Context: an optimization exercise on an open-source flow, tuned for a short achievable clock period and few clock cycles. The choices shown serve that exercise and are no tape-out recipe.
In this exercise RTL edits were held to simulation tests only and were not proved equivalent to the original.
No activity file was given, so power comes from the tool's default toggle rates.

## flow/constraint.sdc

```tcl
create_clock -name core_clock -period 10.0 [get_ports {clk}]
set_input_delay 2.0000 -clock core_clock [delete_from_list [all_inputs] [get_ports {clk}]]
set_output_delay 2.0000 -clock core_clock [all_outputs]
set_load 0.01 [all_outputs]
```

## flow/run.sh

```bash
#!/bin/bash
# synth_recipe.tcl (not shown) runs the flow's synth.tcl, then flattens the netlist and writes it again
# the make line also repeats each setting of config.mk as NAME=value (left out here)
make -C /OpenROAD-flow-scripts/flow DESIGN_CONFIG=/design/flow/config.mk WORK_HOME=/design/flow/orfs CLKGATE_MAP_FILE= SYNTH_SCRIPT=/design/flow/synth_recipe.tcl finish
```

## flow/config.mk

```make
export PLATFORM = sky130hd
export DESIGN_NAME = sht1x_engine
export DESIGN_NICKNAME = sht1x_engine
export VERILOG_FILES = /design/flow/design.v
export SDC_FILE = /design/flow/constraint.sdc
export NUM_CORES = 4
export LEC_CHECK = 0
export CAP_MARGIN = 20
export CORE_MARGIN = 2
export CORE_UTILIZATION = 40
export PLACE_DENSITY = 0.6
export SLEW_MARGIN = 20
```

## flow/design.v

```verilog
module sht1x_crc_table (
    input  wire [7:0] index,
    output wire [7:0] value
);
    assign value[0] = index[0] ^ index[3] ^ index[4] ^ index[6];
    assign value[1] = index[1] ^ index[4] ^ index[5] ^ index[7];
    assign value[2] = index[2] ^ index[5] ^ index[6];
    assign value[3] = index[3] ^ index[6] ^ index[7];
    assign value[4] = index[0] ^ index[3] ^ index[6] ^ index[7];
    assign value[5] = index[0] ^ index[1] ^ index[3] ^ index[6] ^ index[7];
    assign value[6] = index[1] ^ index[2] ^ index[4] ^ index[7];
    assign value[7] = index[2] ^ index[3] ^ index[5];
endmodule
module sht1x_link (
    input  wire       clk,
    input  wire       rst,
    input  wire       ld,
    input  wire [3:0] ld_proc,
    input  wire [7:0] ld_byte,
    output reg        last,       
    output reg        ev_valid,
    output reg  [1:0] ev_kind,
    output reg        ev_pin,
    output reg        ev_val,
    output reg  [1:0] ev_sleep,
    input  wire       ev_ready
);
    localparam P_TSTART  = 4'd0;
    localparam P_TRESET  = 4'd1;
    localparam P_SENDB   = 4'd2;
    localparam P_GETB    = 4'd3;
    localparam P_SACK    = 4'd4;
    localparam P_SKIPACK = 4'd5;
    localparam P_RD      = 4'd6;    
    localparam P_DIN     = 4'd7;    
    localparam P_POLL    = 4'd8;    
    localparam P_SETTLE  = 4'd9;    
    localparam P_RELEASE = 4'd10;   
    localparam K_DIR = 2'd0, K_WR = 2'd1, K_RD = 2'd2, K_SLEEP = 2'd3;
    localparam PIN_SCK = 1'b0, PIN_DATA = 1'b1;
    localparam SL_SCK = 2'd0, SL_POLL = 2'd1, SL_SETTLE = 2'd2;
    localparam H_DIRD = 4'd0;    
    localparam H_DIRS = 4'd1;    
    localparam H_DH   = 4'd2;    
    localparam H_TS   = 4'd3;    
    localparam H_DL   = 4'd4;    
    localparam H_DB   = 4'd5;    
    localparam H_CKH  = 4'd6;    
    localparam H_SLH  = 4'd7;    
    localparam H_SAMP = 4'd8;    
    localparam H_CKL  = 4'd9;    
    localparam H_SLL  = 4'd10;   
    localparam H_DIN  = 4'd11;   
    localparam H_ONE  = 4'd12;   
    reg [3:0] ph;
    reg [3:0] cproc;
    reg [7:0] sbyte;      
    reg [3:0] cnt;        
    reg       ack;        
    wire fire = ev_valid && ev_ready;
    reg [3:0] n_ph;
    reg [3:0] n_cnt;
    reg       n_ack;
    reg [7:0] n_sbyte;
    reg       n_last;
    reg [1:0] n_kind;
    reg       n_pin, n_val;
    reg [1:0] n_sleep;
    task ev(input [1:0] k, input p, input v, input [1:0] s);
        begin
            n_kind = k; n_pin = p; n_val = v; n_sleep = s;
        end
    endtask
    always @(*) begin
        n_ph    = ph;
        n_cnt   = cnt;
        n_ack   = ack;
        n_sbyte = sbyte;
        n_last  = 1'b0;
        ev(K_DIR, PIN_DATA, 1'b0, SL_SCK);
        case (ph)
            H_DIRD: begin
                n_ph   = H_DIRS;
                n_last = (cproc == P_RELEASE);
                ev(K_DIR, PIN_SCK, cproc != P_RELEASE, SL_SCK);
            end
            H_DIRS: begin
                case (cproc)
                    P_SENDB: begin n_ph = H_DB;  ev(K_WR, PIN_DATA, sbyte[7], SL_SCK); end
                    P_GETB:  begin n_ph = H_CKH; ev(K_WR, PIN_SCK, 1'b1, SL_SCK); end
                    default: begin n_ph = H_DH;  ev(K_WR, PIN_DATA, 1'b1, SL_SCK); end
                endcase
            end
            H_DH: begin
                case (cproc)
                    P_TSTART: begin n_ph = H_TS; n_cnt = 4'd0; ev(K_WR, PIN_SCK, 1'b1, SL_SCK); end
                    P_SACK:   begin n_ph = H_DL; ev(K_WR, PIN_DATA, 1'b0, SL_SCK); end
                    default:  begin n_ph = H_CKH; ev(K_WR, PIN_SCK, 1'b1, SL_SCK); end
                endcase
            end
            H_TS: begin
                n_cnt  = cnt + 4'd1;
                n_last = (cnt == 4'd8);
                case (cnt)
                    4'd0: ev(K_SLEEP, PIN_DATA, 1'b0, SL_SCK);
                    4'd1: ev(K_WR, PIN_DATA, 1'b0, SL_SCK);
                    4'd2: ev(K_WR, PIN_SCK,  1'b0, SL_SCK);
                    4'd3: ev(K_SLEEP, PIN_DATA, 1'b0, SL_SCK);
                    4'd4: ev(K_WR, PIN_SCK,  1'b1, SL_SCK);
                    4'd5: ev(K_SLEEP, PIN_DATA, 1'b0, SL_SCK);
                    4'd6: ev(K_WR, PIN_DATA, 1'b1, SL_SCK);
                    4'd7: ev(K_WR, PIN_SCK,  1'b0, SL_SCK);
                    default: ev(K_SLEEP, PIN_DATA, 1'b0, SL_SCK);
                endcase
            end
            H_DL, H_DB: begin
                n_ph    = H_CKH;
                n_sbyte = {sbyte[6:0], 1'b0};
                ev(K_WR, PIN_SCK, 1'b1, SL_SCK);
            end
            H_CKH: begin
                n_ph = H_SLH;
                ev(K_SLEEP, PIN_DATA, 1'b0, SL_SCK);
            end
            H_SLH: begin
                if (cproc == P_GETB || ack) begin
                    n_ph = H_SAMP;
                    ev(K_RD, PIN_DATA, 1'b0, SL_SCK);
                end else begin
                    n_ph = H_CKL;
                    ev(K_WR, PIN_SCK, 1'b0, SL_SCK);
                end
            end
            H_SAMP: begin
                n_ph = H_CKL;
                ev(K_WR, PIN_SCK, 1'b0, SL_SCK);
            end
            H_CKL: begin
                n_ph = H_SLL;
                case (cproc)
                    P_TRESET: n_last = (cnt == 4'd8);
                    P_GETB:   n_last = (cnt == 4'd7);
                    P_SENDB:  n_last = ack;
                    default:  n_last = 1'b1;
                endcase
                ev(K_SLEEP, PIN_DATA, 1'b0, SL_SCK);
            end
            H_SLL: begin
                n_cnt = cnt + 4'd1;
                if (cproc == P_SENDB) begin
                    if (cnt == 4'd7) begin
                        n_ph = H_DIN;
                        ev(K_DIR, PIN_DATA, 1'b0, SL_SCK);
                    end else begin
                        n_ph = H_DB;
                        ev(K_WR, PIN_DATA, sbyte[7], SL_SCK);
                    end
                end else begin
                    n_ph = H_CKH;
                    ev(K_WR, PIN_SCK, 1'b1, SL_SCK);
                end
            end
            H_DIN: begin
                n_ph  = H_CKH;
                n_ack = 1'b1;
                ev(K_WR, PIN_SCK, 1'b1, SL_SCK);
            end
            default: ;
        endcase
    end
    always @(posedge clk) begin
        if (rst) begin
            ev_valid <= 1'b0;
        end else if (ld) begin
            ev_valid <= 1'b1;
            cproc    <= ld_proc;
            sbyte    <= ld_byte;
            cnt      <= 4'd0;
            ack      <= 1'b0;
            ev_pin   <= PIN_DATA;
            ev_val   <= 1'b0;
            ev_sleep <= SL_SCK;
            case (ld_proc)
                P_RD: begin
                    ph <= H_ONE; last <= 1'b1; ev_kind <= K_RD;
                end
                P_POLL: begin
                    ph <= H_ONE; last <= 1'b1; ev_kind <= K_SLEEP; ev_sleep <= SL_POLL;
                end
                P_SETTLE: begin
                    ph <= H_ONE; last <= 1'b1; ev_kind <= K_SLEEP; ev_sleep <= SL_SETTLE;
                end
                P_DIN: begin
                    ph <= H_DIRD; last <= 1'b1; ev_kind <= K_DIR;
                end
                default: begin
                    ph <= H_DIRD; last <= 1'b0; ev_kind <= K_DIR;
                    ev_val <= !(ld_proc == P_GETB || ld_proc == P_RELEASE);
                end
            endcase
        end else if (fire) begin
            if (last) begin
                ev_valid <= 1'b0;
            end else begin
                ph       <= n_ph;
                cnt      <= n_cnt;
                ack      <= n_ack;
                sbyte    <= n_sbyte;
                last     <= n_last;
                ev_kind  <= n_kind;
                ev_pin   <= n_pin;
                ev_val   <= n_val;
                ev_sleep <= n_sleep;
            end
        end
    end
endmodule
module sht1x_engine (
    input  wire        clk,
    input  wire        rst,           
    input  wire        req_valid,
    input  wire [15:0] req_word,
    output wire        busy,
    output reg         done,
    output reg  [2:0]  rsp_err,
    output reg  [15:0] rsp_val,
    output wire        ev_valid,
    output wire [1:0]  ev_kind,
    output wire        ev_pin,
    output wire        ev_val,
    output wire [1:0]  ev_sleep,
    input  wire        ev_ready,
    input  wire        data_in
);
    localparam OP_REVB    = 8'h01, OP_CRCLUT = 8'h02, OP_CRCINIT = 8'h03,
               OP_CRCUPD  = 8'h04, OP_CRCOUT = 8'h05;
    localparam OP_TSTART  = 8'h10, OP_TRESET = 8'h11, OP_SENDB   = 8'h12,
               OP_GETB    = 8'h13, OP_SACK   = 8'h14, OP_SKIPACK = 8'h15;
    localparam OP_SRREAD  = 8'h20, OP_SRWRITE = 8'h21, OP_SRRESET = 8'h22,
               OP_INIT    = 8'h23, OP_SETHTR  = 8'h24, OP_SETOTP  = 8'h25,
               OP_SETRES  = 8'h26, OP_RELEASE = 8'h27, OP_RDREG   = 8'h28;
    localparam OP_SENDCMD = 8'h30, OP_SENDCMDM = 8'h31, OP_AWAIT  = 8'h32,
               OP_RDMEAS  = 8'h33, OP_SOFTRST  = 8'h34, OP_MEAST  = 8'h35,
               OP_MEASRH  = 8'h36;
    localparam W_TEMP = 8'h03, W_HUMI = 8'h05, W_RDSR = 8'h07,
               W_WRSR = 8'h06, W_SRST = 8'h1E, W_NOP  = 8'h00;
    localparam E_NONE = 3'd0, E_ACK = 3'd1, E_FRAME = 3'd2, E_TIMEOUT = 3'd3,
               E_CRC  = 3'd4, E_UNKNOWN = 3'd5, E_NOSESSION = 3'd6,
               E_ILLEGAL = 3'd7;
    localparam F_IDLE = 4'd0, F_CMDSENT = 4'd1, F_ACKOK = 4'd2, F_ACKFAIL = 4'd3,
               F_MEASPEND = 4'd4, F_DATAREADY = 4'd5, F_TIMEOUT = 4'd6,
               F_DATAREAD = 4'd7, F_CRCOK = 4'd8, F_CRCFAIL = 4'd9;
    localparam P_TSTART = 4'd0, P_TRESET = 4'd1, P_SENDB = 4'd2, P_GETB = 4'd3,
               P_SACK = 4'd4, P_SKIPACK = 4'd5, P_RD = 4'd6, P_DIN = 4'd7,
               P_POLL = 4'd8, P_SETTLE = 4'd9, P_RELEASE = 4'd10;
    localparam N_POLL = 6'd35;
    localparam S_IDLE     = 5'd0;
    localparam S_LINKOP   = 5'd1;
    localparam S_SC_TS    = 5'd2;
    localparam S_SC_SB    = 5'd3;
    localparam S_SC_FR    = 5'd4;
    localparam S_AW_DIR   = 5'd5;
    localparam S_AW_SLP   = 5'd6;
    localparam S_AW_RD    = 5'd7;
    localparam S_RM_HI    = 5'd8;
    localparam S_RM_SACK  = 5'd9;
    localparam S_RM_LO    = 5'd10;
    localparam S_SR_GET   = 5'd11;
    localparam S_END_SKIP = 5'd12;
    localparam S_VC_SACK  = 5'd13;
    localparam S_VC_GET   = 5'd14;
    localparam S_VC_SKIP  = 5'd15;
    localparam S_DEC      = 5'd16;   
    localparam S_SETTLE   = 5'd20;
    localparam S_TRESET   = 5'd21;
    localparam S_WMASK    = 5'd22;
    localparam S_INITREL  = 5'd23;
    localparam S_RELEASE  = 5'd24;
    reg [7:0]  sr;
    reg [7:0]  acc;
    reg [7:0]  cmd;
    reg [15:0] dat;
    reg [7:0]  crx;
    reg [3:0]  cfg;        
    reg        own;
    reg        stale;
    reg [2:0]  err;
    reg [7:0]  einfo;
    reg [3:0]  fsm;
    reg [3:0]  pins;       
    reg        busy_r;
    reg [4:0]  st;
    reg [7:0]  opc;
    reg [7:0]  imm;
    reg [7:0]  cmd_byte;
    reg        recov;
    reg        wide;
    reg [7:0]  fail_op;
    reg [5:0]  polls;
    reg        smp;        
    reg [7:0]  rx;         
    reg [1:0]  cs;         
    reg        crc_bad;
    assign busy = busy_r;
    reg        ld;
    reg [3:0]  ld_proc;
    reg [7:0]  ld_byte;
    wire       lk_last;
    sht1x_link u_link (
        .clk      (clk),
        .rst      (rst),
        .ld       (ld),
        .ld_proc  (ld_proc),
        .ld_byte  (ld_byte),
        .last     (lk_last),
        .ev_valid (ev_valid),
        .ev_kind  (ev_kind),
        .ev_pin   (ev_pin),
        .ev_val   (ev_val),
        .ev_sleep (ev_sleep),
        .ev_ready (ev_ready)
    );
    wire fire    = ev_valid && ev_ready;
    wire lk_done = fire && lk_last;
    function [7:0] rev8(input [7:0] b);
        rev8 = {b[0], b[1], b[2], b[3], b[4], b[5], b[6], b[7]};
    endfunction
    wire [7:0] seed    = rev8(sr) & 8'hF0;
    wire [7:0] cfgmask = {5'b0, cfg[2:0]};
    reg  [7:0] tbl_index;
    wire [7:0] tbl_value;
    sht1x_crc_table u_table (.index(tbl_index), .value(tbl_value));
    always @(*) begin
        if (st == S_VC_SACK) begin
            case (cs)
                2'd0:    tbl_index = seed ^ cmd;
                2'd1:    tbl_index = acc ^ (wide ? dat[15:8] : dat[7:0]);
                default: tbl_index = acc ^ dat[7:0];
            endcase
        end else begin
            case (opc)
                OP_CRCINIT: tbl_index = seed ^ imm;
                OP_CRCUPD:  tbl_index = acc ^ imm;
                default:    tbl_index = imm;
            endcase
        end
    end
    reg legal, needs_own;
    always @(*) begin
        legal     = 1'b0;
        needs_own = 1'b1;
        case (opc)
            OP_REVB, OP_CRCLUT, OP_CRCINIT, OP_CRCUPD:
                begin legal = 1'b1;               needs_own = 1'b0; end
            OP_CRCOUT:
                begin legal = (imm == 8'h00);     needs_own = 1'b0; end
            OP_TSTART, OP_TRESET, OP_GETB, OP_SACK, OP_SKIPACK:
                legal = (imm == 8'h00);
            OP_SENDB, OP_SRWRITE, OP_SENDCMD, OP_SENDCMDM:
                legal = 1'b1;
            OP_SRREAD, OP_SRRESET, OP_RELEASE:
                legal = (imm == 8'h00);
            OP_INIT:
                begin legal = (imm[7:4] == 4'h0); needs_own = 1'b0; end
            OP_SETHTR, OP_SETOTP, OP_SETRES:
                legal = (imm[7:1] == 7'h00);
            OP_RDREG:
                begin legal = (imm <= 8'd8);      needs_own = 1'b0; end
            OP_AWAIT, OP_RDMEAS, OP_SOFTRST, OP_MEAST, OP_MEASRH:
                legal = (imm == 8'h00);
            default:
                legal = 1'b0;
        endcase
    end
    wire known_wire = (imm == W_TEMP) || (imm == W_HUMI) || (imm == W_RDSR) ||
                      (imm == W_WRSR) || (imm == W_SRST) || (imm == W_NOP);
    reg [15:0] reg_view;
    always @(*) begin
        case (imm[3:0])
            4'd0:    reg_view = {8'h00, sr};
            4'd1:    reg_view = {8'h00, acc};
            4'd2:    reg_view = {8'h00, cmd};
            4'd3:    reg_view = dat;
            4'd4:    reg_view = {8'h00, crx};
            4'd5:    reg_view = {12'h000, cfg};
            4'd6:    reg_view = {einfo, 1'b0, err, 2'b00, stale, own};
            4'd7:    reg_view = {12'h000, fsm};
            default: reg_view = {12'h000, pins};
        endcase
    end
    reg [7:0]  sr_n, acc_n, cmd_n, crx_n, einfo_n, opc_n, imm_n, cmd_byte_n, fail_op_n, rx_n;
    reg [15:0] dat_n, rsp_val_n;
    reg [3:0]  cfg_n, fsm_n, pins_n;
    reg        own_n, stale_n, busy_n, done_n, recov_n, wide_n, smp_n;
    reg [2:0]  err_n, rsp_err_n;
    reg [4:0]  st_n;
    reg [5:0]  polls_n;
    reg [1:0]  cs_n;
    task complete(input [15:0] v);
        begin
            err_n     = E_NONE;
            einfo_n   = 8'h00;
            rsp_err_n = E_NONE;
            rsp_val_n = v;
            done_n    = 1'b1;
            busy_n    = 1'b0;
            st_n      = S_IDLE;
        end
    endtask
    task fail(input [2:0] code, input [7:0] info);
        begin
            if (code <= E_CRC)
                fsm_n = F_IDLE;
            err_n     = code;
            einfo_n   = info;
            rsp_err_n = code;
            rsp_val_n = {8'h00, info};
            done_n    = 1'b1;
            busy_n    = 1'b0;
            st_n      = S_IDLE;
        end
    endtask
    task link(input [3:0] p, input [7:0] b, input [4:0] next);
        begin
            ld      = 1'b1;
            ld_proc = p;
            ld_byte = b;
            st_n    = next;
        end
    endtask
    task command(input [7:0] b);
        begin
            cmd_byte_n = b;
            link(P_TSTART, 8'h00, S_SC_TS);
        end
    endtask
    task after_command;
        begin
            fsm_n = F_ACKOK;
            if (recov) begin
                link(P_SETTLE, 8'h00, S_SETTLE);
            end else begin
                case (opc)
                    OP_SENDCMD:  complete(16'h0000);
                    OP_SENDCMDM, OP_MEAST, OP_MEASRH:
                                 link(P_RD, 8'h00, S_SC_FR);
                    OP_SRREAD:   link(P_GETB, 8'h00, S_SR_GET);
                    OP_SRWRITE:  link(P_SENDB, imm, S_WMASK);
                    OP_SRRESET:  link(P_SENDB, 8'h00, S_WMASK);
                    OP_SOFTRST:  link(P_SETTLE, 8'h00, S_SETTLE);
                    default:     link(P_SENDB, cfgmask, S_WMASK);
                endcase
            end
        end
    endtask
    always @(*) begin
        sr_n = sr; acc_n = acc; cmd_n = cmd; dat_n = dat; crx_n = crx; cfg_n = cfg;
        own_n = own; stale_n = stale; err_n = err; einfo_n = einfo; fsm_n = fsm;
        pins_n = pins;
        busy_n = busy_r; st_n = st; opc_n = opc; imm_n = imm; cmd_byte_n = cmd_byte;
        recov_n = recov; wide_n = wide; fail_op_n = fail_op; polls_n = polls;
        smp_n = smp; rx_n = rx; cs_n = cs;
        done_n = 1'b0; rsp_err_n = rsp_err; rsp_val_n = rsp_val;
        ld = 1'b0; ld_proc = P_TSTART; ld_byte = 8'h00;
        if (fire) begin
            if (ev_kind == 2'd0) begin
                if (ev_pin) pins_n[3] = ev_val; else pins_n[1] = ev_val;
            end else if (ev_kind == 2'd1) begin
                if (ev_pin) pins_n[2] = ev_val; else pins_n[0] = ev_val;
            end else if (ev_kind == 2'd2) begin
                rx_n  = {rx[6:0], data_in};
                smp_n = data_in;
            end
        end
        case (st)
        S_IDLE: begin
            if (req_valid) begin
                opc_n   = req_word[15:8];
                imm_n   = req_word[7:0];
                recov_n = 1'b0;
                busy_n  = 1'b1;
                st_n    = S_DEC;
            end
        end
        S_DEC: begin
            if (!legal) begin
                fail(E_ILLEGAL, opc);
            end else if (needs_own && !own) begin
                fail(E_NOSESSION, opc);
            end else if ((opc == OP_SENDCMD || opc == OP_SENDCMDM) && !known_wire) begin
                fail(E_UNKNOWN, imm);
            end else begin
                case (opc)
                    OP_REVB:    complete({8'h00, rev8(imm)});
                    OP_CRCLUT:  complete({8'h00, tbl_value});
                    OP_CRCINIT, OP_CRCUPD: begin
                        acc_n = tbl_value;
                        complete({8'h00, tbl_value});
                    end
                    OP_CRCOUT:  complete({8'h00, rev8(acc)});
                    OP_RDREG: begin
                        rsp_err_n = E_NONE;
                        rsp_val_n = reg_view;
                        done_n    = 1'b1;
                        busy_n    = 1'b0;
                        st_n      = S_IDLE;
                    end
                    OP_TSTART:  link(P_TSTART,  8'h00, S_LINKOP);
                    OP_TRESET:  link(P_TRESET,  8'h00, S_LINKOP);
                    OP_SENDB:   link(P_SENDB,   imm,   S_LINKOP);
                    OP_GETB:    link(P_GETB,    8'h00, S_LINKOP);
                    OP_SACK:    link(P_SACK,    8'h00, S_LINKOP);
                    OP_SKIPACK: link(P_SKIPACK, 8'h00, S_LINKOP);
                    OP_SRREAD:  command(W_RDSR);
                    OP_SRWRITE, OP_SRRESET: command(W_WRSR);
                    OP_INIT: begin
                        cfg_n = imm[3:0];
                        own_n = 1'b1;
                        link(P_TRESET, 8'h00, S_TRESET);
                    end
                    OP_SETHTR: begin
                        cfg_n[2] = imm[0];
                        link(P_TRESET, 8'h00, S_TRESET);
                    end
                    OP_SETOTP: begin
                        cfg_n[1] = imm[0];
                        link(P_TRESET, 8'h00, S_TRESET);
                    end
                    OP_SETRES: begin
                        cfg_n[0] = imm[0];
                        link(P_TRESET, 8'h00, S_TRESET);
                    end
                    OP_RELEASE: link(P_RELEASE, 8'h00, S_RELEASE);
                    OP_SENDCMD, OP_SENDCMDM: command(imm);
                    OP_AWAIT:   link(P_DIN, 8'h00, S_AW_DIR);
                    OP_RDMEAS:  link(P_GETB, 8'h00, S_RM_HI);
                    OP_SOFTRST: command(W_SRST);
                    OP_MEAST:   command(W_TEMP);
                    default:    command(W_HUMI);           
                endcase
            end
        end
        S_LINKOP: if (lk_done) begin
            case (opc)
                OP_SENDB: complete({15'h0000, !smp});
                OP_GETB:  complete({8'h00, rx});
                default:  complete(16'h0000);
            endcase
        end
        S_SC_TS: if (lk_done) begin
            cmd_n = cmd_byte;
            link(P_SENDB, cmd_byte, S_SC_SB);
        end
        S_SC_SB: if (lk_done) begin
            fsm_n = F_CMDSENT;
            if (smp) begin
                fsm_n = F_ACKFAIL;
                if (opc == OP_INIT && !recov)
                    link(P_RELEASE, 8'h00, S_INITREL);
                else
                    fail(E_ACK, cmd_byte);
            end else begin
                after_command;
            end
        end
        S_SC_FR: if (lk_done) begin
            if (data_in) begin
                fail(E_FRAME, cmd);
            end else begin
                fsm_n = F_MEASPEND;
                if (opc == OP_SENDCMDM)
                    complete(16'h0000);
                else
                    link(P_DIN, 8'h00, S_AW_DIR);
            end
        end
        S_AW_DIR: if (lk_done) begin
            polls_n = 6'd0;
            link(P_POLL, 8'h00, S_AW_SLP);
        end
        S_AW_SLP: if (lk_done) begin
            polls_n = polls + 6'd1;
            link(P_RD, 8'h00, S_AW_RD);
        end
        S_AW_RD: if (lk_done) begin
            if (!data_in) begin
                fsm_n = F_DATAREADY;
                if (opc == OP_AWAIT)
                    complete({10'h000, polls});
                else
                    link(P_GETB, 8'h00, S_RM_HI);
            end else if (polls == N_POLL) begin
                fsm_n = F_TIMEOUT;
                fail(E_TIMEOUT, cmd);
            end else begin
                link(P_POLL, 8'h00, S_AW_SLP);
            end
        end
        S_RM_HI: if (lk_done) begin
            dat_n[15:8] = rx;
            link(P_SACK, 8'h00, S_RM_SACK);
        end
        S_RM_SACK: if (lk_done) begin
            link(P_GETB, 8'h00, S_RM_LO);
        end
        S_RM_LO: if (lk_done) begin
            dat_n[7:0] = rx;
            fsm_n  = F_DATAREAD;
            wide_n = 1'b1;
            cs_n   = 2'd0;
            if (cfg[3]) link(P_SACK, 8'h00, S_VC_SACK);
            else        link(P_SKIPACK, 8'h00, S_END_SKIP);
        end
        S_SR_GET: if (lk_done) begin
            dat_n  = {8'h00, rx};
            fsm_n  = F_DATAREAD;
            wide_n = 1'b0;
            cs_n   = 2'd0;
            if (cfg[3]) link(P_SACK, 8'h00, S_VC_SACK);
            else        link(P_SKIPACK, 8'h00, S_END_SKIP);
        end
        S_END_SKIP: if (lk_done) begin
            if (opc == OP_SRREAD)
                sr_n = dat[7:0];
            fsm_n = F_IDLE;
            complete(dat);
        end
        S_VC_SACK: begin
            if (fire && cs != 2'd3 && !(cs == 2'd2 && !wide)) begin
                acc_n = tbl_value;
                cs_n  = cs + 2'd1;
            end
            if (lk_done)
                link(P_GETB, 8'h00, S_VC_GET);
        end
        S_VC_GET: if (lk_done) begin
            crx_n = rx;
            link(P_SKIPACK, 8'h00, S_VC_SKIP);
        end
        S_VC_SKIP: if (lk_done) begin
            if (!crc_bad) begin
                if (opc == OP_SRREAD)
                    sr_n = dat[7:0];
                fsm_n = F_IDLE;
                complete(dat);
            end else begin
                fsm_n     = F_CRCFAIL;
                fail_op_n = cmd;
                stale_n   = 1'b1;
                recov_n   = 1'b1;
                command(W_SRST);
            end
        end
        S_SETTLE: if (lk_done) begin
            sr_n  = 8'h00;
            fsm_n = F_IDLE;
            if (recov) fail(E_CRC, fail_op);
            else       complete(16'h0000);
        end
        S_TRESET: if (lk_done) begin
            command(W_WRSR);
        end
        S_WMASK: if (lk_done) begin
            if (!smp) begin
                case (opc)
                    OP_SRWRITE: sr_n = imm;
                    OP_SRRESET: sr_n = 8'h00;
                    default:    sr_n = cfgmask;
                endcase
                stale_n = 1'b0;
                fsm_n   = F_IDLE;
                complete(16'h0000);
            end else begin
                fsm_n = F_ACKFAIL;
                if (opc == OP_INIT)
                    link(P_RELEASE, 8'h00, S_INITREL);
                else
                    fail(E_ACK, W_WRSR);
            end
        end
        S_INITREL: if (lk_done) begin
            sr_n    = 8'h00;
            acc_n   = 8'h00;
            cmd_n   = 8'h00;
            dat_n   = 16'h0000;
            crx_n   = 8'h00;
            cfg_n   = 4'h0;
            own_n   = 1'b0;
            stale_n = 1'b0;
            fsm_n   = F_IDLE;
            fail(E_ACK, W_WRSR);
        end
        S_RELEASE: if (lk_done) begin
            own_n   = 1'b0;
            stale_n = 1'b0;
            fsm_n   = F_IDLE;
            complete(16'h0000);
        end
        default: begin
            busy_n = 1'b0;
            st_n   = S_IDLE;
        end
        endcase
    end
    always @(posedge clk) begin
        if (rst) begin
            sr      <= 8'h00;
            acc     <= 8'h00;
            cmd     <= 8'h00;
            dat     <= 16'h0000;
            crx     <= 8'h00;
            cfg     <= 4'h0;
            own     <= 1'b0;
            stale   <= 1'b0;
            err     <= E_NONE;
            einfo   <= 8'h00;
            fsm     <= F_IDLE;
            pins    <= 4'h0;
            busy_r  <= 1'b0;
            st      <= S_IDLE;
            done    <= 1'b0;
        end else begin
            sr      <= sr_n;
            acc     <= acc_n;
            cmd     <= cmd_n;
            dat     <= dat_n;
            crx     <= crx_n;
            cfg     <= cfg_n;
            own     <= own_n;
            stale   <= stale_n;
            err     <= err_n;
            einfo   <= einfo_n;
            fsm     <= fsm_n;
            pins    <= pins_n;
            busy_r  <= busy_n;
            st      <= st_n;
            done    <= done_n;
        end
        opc      <= opc_n;
        imm      <= imm_n;
        cmd_byte <= cmd_byte_n;
        recov    <= recov_n;
        wide     <= wide_n;
        fail_op  <= fail_op_n;
        polls    <= polls_n;
        smp      <= smp_n;
        rx       <= rx_n;
        cs       <= cs_n;
        rsp_err  <= rsp_err_n;
        rsp_val  <= rsp_val_n;
        crc_bad  <= (rev8(acc) != crx);
    end
endmodule
```

==> reports/qor.txt <==
CTS H-tree depth = 4
RSZ-0062 raised after global routing = false
PwrDens = 143 nW/um^2
clock latency (worst-skew pair) = 460 ps
slack of the critical path = 4950 ps
GR Overflow Total = 0
Clock Skew = 12.6 ps
worst reg-to-reg setup slack = 5280 ps
DRT Pass-1 Iters = 8
Max VDD drop = 0.101 mV
Die W = 178 um
most common cell after layout, fill and taps aside = nor2_1
Post-CTS Setup Bufs = 0
synthesis-to-layout area growth = 11.0%
GPL Wtd Cong = 1.01
cell taking the most area after synthesis = edfxtp_1
Max Buffers Root-to-Sink = 2
# IOs = 49
min cycle time layout = 5050 ps
synthesized cell area = 12100 sq um
Hold/Removal Path Class = flop to flop
fraction of layout instances using a drive strength above 1 = 8.17%
Max Fclk = 198 MHz
CTS Buf Count = 17
dpl ws = 4520 ps
Slew headroom = 30.9%
Initial Utilization = 40.7%
Final Hold Fails = 0
Worst setup EP type = flop
Post-synth EDFFs = 97
Clock transition at path regs = 80 ps
Vert. Die Dim = 178 um
most frequent cells in the layout = nor2_1 (149), nand2_1 (132), edfxtp_1 (97)
Async S/R FF share, synth = 0%
Reg area = 4610 sq um
syn_nets = 1430
cells after synthesis = 1398
DR DRC count = 0
post-route ant nets = 0
cts hold-fix bufs = 0
sequential area share after synthesis = 38.2%
total power draw = 1.92 mW
IO buf count = 48
initial antenna violation count = 0
Cells on Worst Hold Path = 2
TritonCTS clock tree = built
Syn Area/Cell = 8.65 sq um
Post-Synth Adder-Cell Area = 1.14%
Leak = 4.73 nW
crit path kind = primary input to flop
area of the multi-input gates = 6960 sq um
Max Slew Vio Count = 0
Yosys reg bits = 182
Overall Global Routing Usage = 29.4%
Final HPWL DP = 34.1 mm
post-cts gate resize count = 0
R2R cell count = 10
vias in the first global route = 10900
critical path arrival = 5400 ps
largest net degree at the start of global routing = 56
Synth cell types = 105
Critical Path RT = 10350 ps
outcome = complete, no violations
Worst Tran Pin Value = 1010 ps
Placeable Area = 29700 sq um
vias = 11900
# clock sinks = 182
area share of xor/xnor cells in the synthesized design = 3.37%
fill count = 2896
final setup violation count = 0
final period utilization = 50.5%
Setup crit start kind = primary input
Synth Area in Compound Gates = 25.4%
Routed WL = 46.2 mm
ranking of synthesized cells by area = edfxtp_1 (24%), dfxtp_1 (14%), nor2_1 (4.6%)
DR iter-0 viols = 2081
Main synth FF type = edfxtp_1
via/cell ratio = 6.62
post-synth top area share = 24.1%
Synth Area in Simple Gates = 23.7%
row cnt = 63
mux cell area share after synthesis = 3.77%
routed length per instance = 25.7 um
die area = 31600 sq um
first-pass GRT wire length = 69.3 mm
Max FO, Critical Path = 26
ANT cells = 0
max cap viols = 0
setup TNS = 0 ps
main combinational cell family by area after synthesis = compound AO/OA/AOI/OAI gates
Ys Warns = 2
# nets final = 1426
Root Driver = clkbuf_16
-- where the power goes --
group          switching (mW)  leakage, nW  internal [mW]  total, mW
Combinational           0.206         2.88          0.126      0.333
Clock                   0.354        0.287          0.335      0.690
Sequential             0.0592         1.56          0.835      0.895
-- path summary, 6_finish.rpt --
path,start,to
hold reg to reg,stale$_SDFFE_PP0P_,stale$_SDFFE_PP0P_
setup / recovery,data_in,flop
setup reg to reg,opc[2]$_DFFE_PP_,flop
hold / removal,stale$_SDFFE_PP0P_,stale$_SDFFE_PP0P_
-- stage by stage --
| step | area, sq um | util, % | cells | hold WS (ps) |
|---|---|---|---|---|
| detailed placement | 12800 | 43.2 | 1765 | 482 |
| global route | 13400 | 45.2 | 1797 | 516 |
| floorplan | 12100 | - | 1398 | 437 |
| finish | 13400 | 45.2 | 1797 | 496 |
| global placement | 12800 | 43.2 | 1765 | 472 |
| CTS | 13400 | 45.2 | 1797 | 493 |
-- flip-flops by register name, summed over array words and instances (netlist names), 5 cells and up, named ones only --
register and flops:
dat 16, u_link.sbyte 8, rsp_val 16, imm 8, st 5, rx 8
fail_op 8, acc 8, polls 6, opc 8, crx 8, cmd 8
sr 8, cmd_byte 8, einfo 8
-- synthesized netlist by cell type, types with 9 or more instances --
cell type / n
a211oi_1: 18
a21o_1: 10
a21oi_1: 88
a221o_1: 11
a22o_1: 25
a22oi_1: 43
a311oi_1: 9
a31oi_1: 16
and2_1: 15
and3_1: 21
buf_1: 9
buf_2: 16
clkbuf_1: 65
dfxtp_1: 85
edfxtp_1: 97
ha_1: 11
inv_1: 32
mux2_2: 11
mux2i_1: 26
nand2_1: 132
nand2b_1: 21
nand3_1: 45
nand4_1: 9
nor2_1: 149
nor2b_1: 15
nor3_1: 50
nor4_1: 18
o211ai_1: 13
o21a_1: 9
o21ai_0: 88
o22ai_1: 12
o31ai_1: 10
or3_1: 11
xnor2_1: 16
xor2_1: 21
-- routing by layer --
layer  vias to the layer above  global-route usage (%)  routed length [um]
li1                       5285                       -                   -
met2                       805                    44.2               20000
met4                         0                    12.6                1890
met3                       119                    6.28                5190
met1                      5689                    40.7               19100
met5                         -                       0                   0
-- layout make-up --
| type | count | share of cell area, % |
|---|---|---|
| timing repair buffer | 72 | 4.88 |
| tap | 390 | 3.64 |
| clock buffer | 17 | 3.17 |
| clock inverter | 15 | 1.17 |
| sequential | 182 | 34.4 |
| multi-input combinational | 1088 | 51.8 |
| inverter | 33 | 0.923 |
-- cells by family (layout without fill, tap and decap cells) --
family,count (synthesis),in the layout
AO/OA/AOI/OAI,438,438
XOR/XNOR,41,41
adder cells (fa/ha/maj),11,11
buffers and inverters,128,137
flip-flops,182,182
multiplexers,41,41
AND/OR/NAND/NOR,557,557
-- worst max-delay path, stage by stage --
cell             delay, ps
clkdlybuf4s50_1        560
inv_1                  130
nand4b_1               140
o21ai_1                110
a221oi_2               400
a21oi_1                250
nor2_4                 520
o21a_1                 370
mux2_4                 350
ha_1                   290
mux2_2                 260
Testbench counts, summed over its fixed seeds: cycles 328,989.

[separate check: timing with driven ports]
The results above use ideal ports. As a check the final layout listed here was re-extracted and re-timed, cells and wires unchanged.
Step 1: set_driving_cell puts a clkbuf_16 on clk and a buf_2 on each other input, an assumption about the parent block.
Step 2 also shifts input and output timing later by t, the mid clock arrival at the registers, as if the neighbouring blocks saw the same clock.
Slacks: ideal / step 1 / step 2; pairs: ideal / step 1.
t, ns: 0.508
setup WS [ns]: 4.950 / 4.982 / 4.474
worst hold slack (ns): 0.496 / 0.496 / 0.496
worst register clock-pin slew, ns: 0.08 / 0.08
pins driven straight from the clock port: 1
After both steps setup and hold are still met in this run. The setup slack of this run moves by +0.032 ns with the drivers and by -0.476 ns with both steps.
